Source: an optimization exercise on an open RTL-to-GDS flow (aim: small area). Production flows keep margins and buffers that such runs may drop. The RTL was checked by simulation tests, not by an equivalence proof against the original design. Power figures rest on the tool's default switching activity, not on a simulated workload.

==> inputs of build 28 <==
==> flow/design.v <==
module sap1_core (
    input  wire       clk,
    input  wire       rst,         
    input  wire       load_we,
    input  wire [3:0] load_addr,
    input  wire [7:0] load_data,
    input  wire [3:0] dbg_addr,
    output wire [7:0] dbg_data,
    output wire [7:0] out_q,
    output wire       out_valid,
    output wire       halted,
    output wire [7:0] a_q,
    output wire [3:0] pc_q,
    output wire       flag_c,
    output wire       flag_z
);
    reg  [7:0] mem [0:15];
    reg  [3:0] pc;
    reg  [3:0] mar;
    reg  [7:0] a;
    reg  [7:0] out_r;
    reg        out_v;
    reg        c_r;
    reg        z_r;
    reg  [1:0] ex;        
    reg        halt_r;
    wire [3:0] raddr = halt_r ? dbg_addr : mar;
    wire [7:0] rdata = mem[raddr];
    wire [3:0] op    = rdata[7:4];
    wire [3:0] n     = rdata[3:0];
    wire       run   = !halt_r;
    wire       fetch = run && (ex == 2'd0);
    wire       exec  = run && (ex != 2'd0);
    wire i_mem = fetch && (op == 4'h1 || op == 4'h2 || op == 4'h3);
    wire i_sta = fetch && (op == 4'h4);
    wire i_ldi = fetch && (op == 4'h5);
    wire i_jmp = fetch && (op == 4'h6 || (op == 4'h7 && c_r) || (op == 4'h8 && z_r));
    wire i_out = fetch && (op == 4'hE);
    wire i_hlt = fetch && (op == 4'hF);
    wire       sub  = ex[0] & ex[1];
    wire [8:0] sum  = {1'b0, a} + {1'b0, rdata ^ {8{sub}}} + {8'd0, sub};
    wire [7:0] res  = sum[7:0];
    wire       cout = sum[8] ^ sub;
    reg  [7:0] a_nx;
    always @(*) begin
        if (rst)                 a_nx = 8'd0;
        else if (i_ldi)          a_nx = {4'd0, n};
        else if (exec && ex == 2'd1) a_nx = rdata;
        else if (exec)           a_nx = res;
        else                     a_nx = a;
    end
    wire [3:0] pc_nx = rst ? 4'd0 : i_jmp ? n : fetch ? pc + 4'd1 : pc;
    wire [1:0] ex_nx = (rst || !i_mem) ? 2'd0 : op[1:0];
    always @(posedge clk) begin
        a      <= a_nx;
        pc     <= pc_nx;
        ex     <= ex_nx;
        mar    <= (ex_nx != 2'd0) ? n : pc_nx;
        out_v  <= !rst && i_out;
        halt_r <= !rst && (halt_r || i_hlt);
        if (rst || i_out) out_r <= a_nx;
        if (rst) begin
            c_r <= 1'b0;
            z_r <= 1'b0;
        end else if (exec && ex[1]) begin
            c_r <= cout;
            z_r <= (res == 8'd0);
        end
    end
    wire       we    = load_we || (!rst && i_sta);
    wire [3:0] waddr = load_we ? load_addr : n;
    wire [7:0] wdata = load_we ? load_data : a;
    always @(posedge clk)
        if (we) mem[waddr] <= wdata;
    assign dbg_data  = rdata;
    assign out_q     = out_r;
    assign out_valid = out_v;
    assign halted    = halt_r;
    assign a_q       = a;
    assign pc_q      = pc;
    assign flag_c    = c_r;
    assign flag_z    = z_r;
endmodule
==> flow/run.sh <==
#!/bin/bash
# synth_recipe.tcl (not shown) runs the flow's synth.tcl, then flattens the netlist and writes it again
# the make line also repeats each setting of config.mk as NAME=value (left out here)
make -C /OpenROAD-flow-scripts/flow DESIGN_CONFIG=/design/flow/config.mk WORK_HOME=/design/flow/orfs CLKGATE_MAP_FILE= SYNTH_SCRIPT=/design/flow/synth_recipe.tcl finish
==> flow/config.mk <==
export PLATFORM = sky130hd
export DESIGN_NAME = sap1_core
export DESIGN_NICKNAME = sap1_core
export VERILOG_FILES = /design/flow/design.v
export SDC_FILE = /design/flow/constraint.sdc
export NUM_CORES = 4
export LEC_CHECK = 0
export CAP_MARGIN = 20
export CORE_MARGIN = 2
export CORE_UTILIZATION = 40
export SLEW_MARGIN = 20
==> flow/constraint.sdc <==
create_clock -name core_clock -period 8.0 [get_ports {clk}]
set_input_delay 1.6000 -clock core_clock [delete_from_list [all_inputs] [get_ports {clk}]]
set_output_delay 1.6000 -clock core_clock [all_outputs]
set_load 0.01 [all_outputs]
==> trial 21: changes against build 28 <==
==> flow/flow/run.sh (new file) <==
#!/bin/bash
# Standard ORFS layout with two changes: the port buffers use the smallest
# buffer cell, and clock tree synthesis uses clkbuf_4 without dummy loads.
set -euo pipefail
cd "$(dirname "$0")/.."
export BUFFER_PORTS_ARGS="-buffer_cell sky130_fd_sc_hd__buf_1"
export CTS_ARGS="-sink_clustering_enable -repair_clock_nets -dont_use_dummy_load -buf_list sky130_fd_sc_hd__clkbuf_4"
for step in synth floorplan place cts route finish; do
  bash standard.sh "$step" > "log_${step}.txt" 2>&1
done
==> flow/standard.sh (new file) <==
#!/bin/bash
# synth_recipe.tcl (not shown) runs the flow's synth.tcl, then flattens the netlist and writes it again
# the make line also repeats each setting of config.mk as NAME=value (left out here)
make -C /OpenROAD-flow-scripts/flow DESIGN_CONFIG=/design/flow/config.mk WORK_HOME=/design/flow/orfs CLKGATE_MAP_FILE= SYNTH_SCRIPT=/design/flow/synth_recipe.tcl "${@:-finish}"
removed: flow/run.sh
==> qor summary <==
item                                                        trial 21          build 28
Startpoint of the lowest-slack hold path               pc[0]$_DFF_P_  c_r$_SDFFE_PP0P_
Overall via count from detail_route                             4092              4120
Met3 routed WL                                               1.28 mm           1.04 mm
Worst hold path endpoint                               pc[0]$_DFF_P_  c_r$_SDFFE_PP0P_
Area of combinational cells with multiple inputs          2370 sq um        2360 sq um
Routability congestion estimate from global placement          0.851             0.839
P_clk                                                       0.324 mW          0.769 mW
Fraction of met3 tracks used by global routing                 5.11%             3.50%
Fmax achieved                                                165 MHz           151 MHz
Fin crit share                                                 75.6%             82.9%
Count of non-CTS buffers in the layout                            54                57
Post-route standard cell area excluding fillers           7540 sq um        8310 sq um
Minimum clock period after layout                            6.05 ns           6.63 ns
Sequential-cell power consumption                            1.12 mW           1.10 mW
Result of the run                   no timing/DRC/antenna violations  no timing/DRC/antenna violations
First-pass GRT wire length                                   24.2 mm           24.5 mm
Clk_buf instances                                                 17                18
Post-DR wirelength/cell                                      22.0 um           22.0 um

-- static timing again, ports no longer ideal --
The flow's constraints put no driver on any port. The routed layouts listed below were extracted and timed again, unchanged, in two steps. Step 1, drivers: a clkbuf_16 drives clk and a buf_2 each remaining input, both assumed. Step 2, shift: input delay + t, output delay - t, t = (earliest + latest rising clock arrival at the registers) / 2. This alone moves slack from input paths to output paths. Three values: ideal ports, drivers, drivers and shift; two values: the first two.
run	t, ns	slack for setup (ns)	cell pins on the clock port's net
build 28	0.466	1.365 / 1.341 / 1.341	1
trial 21	0.564	1.954 / 1.930 / 1.625	1
After both steps every run listed still meets setup and hold. The setup slack of trial 21, which loses most, moves by -0.024 ns with the drivers and by -0.329 ns with both steps.
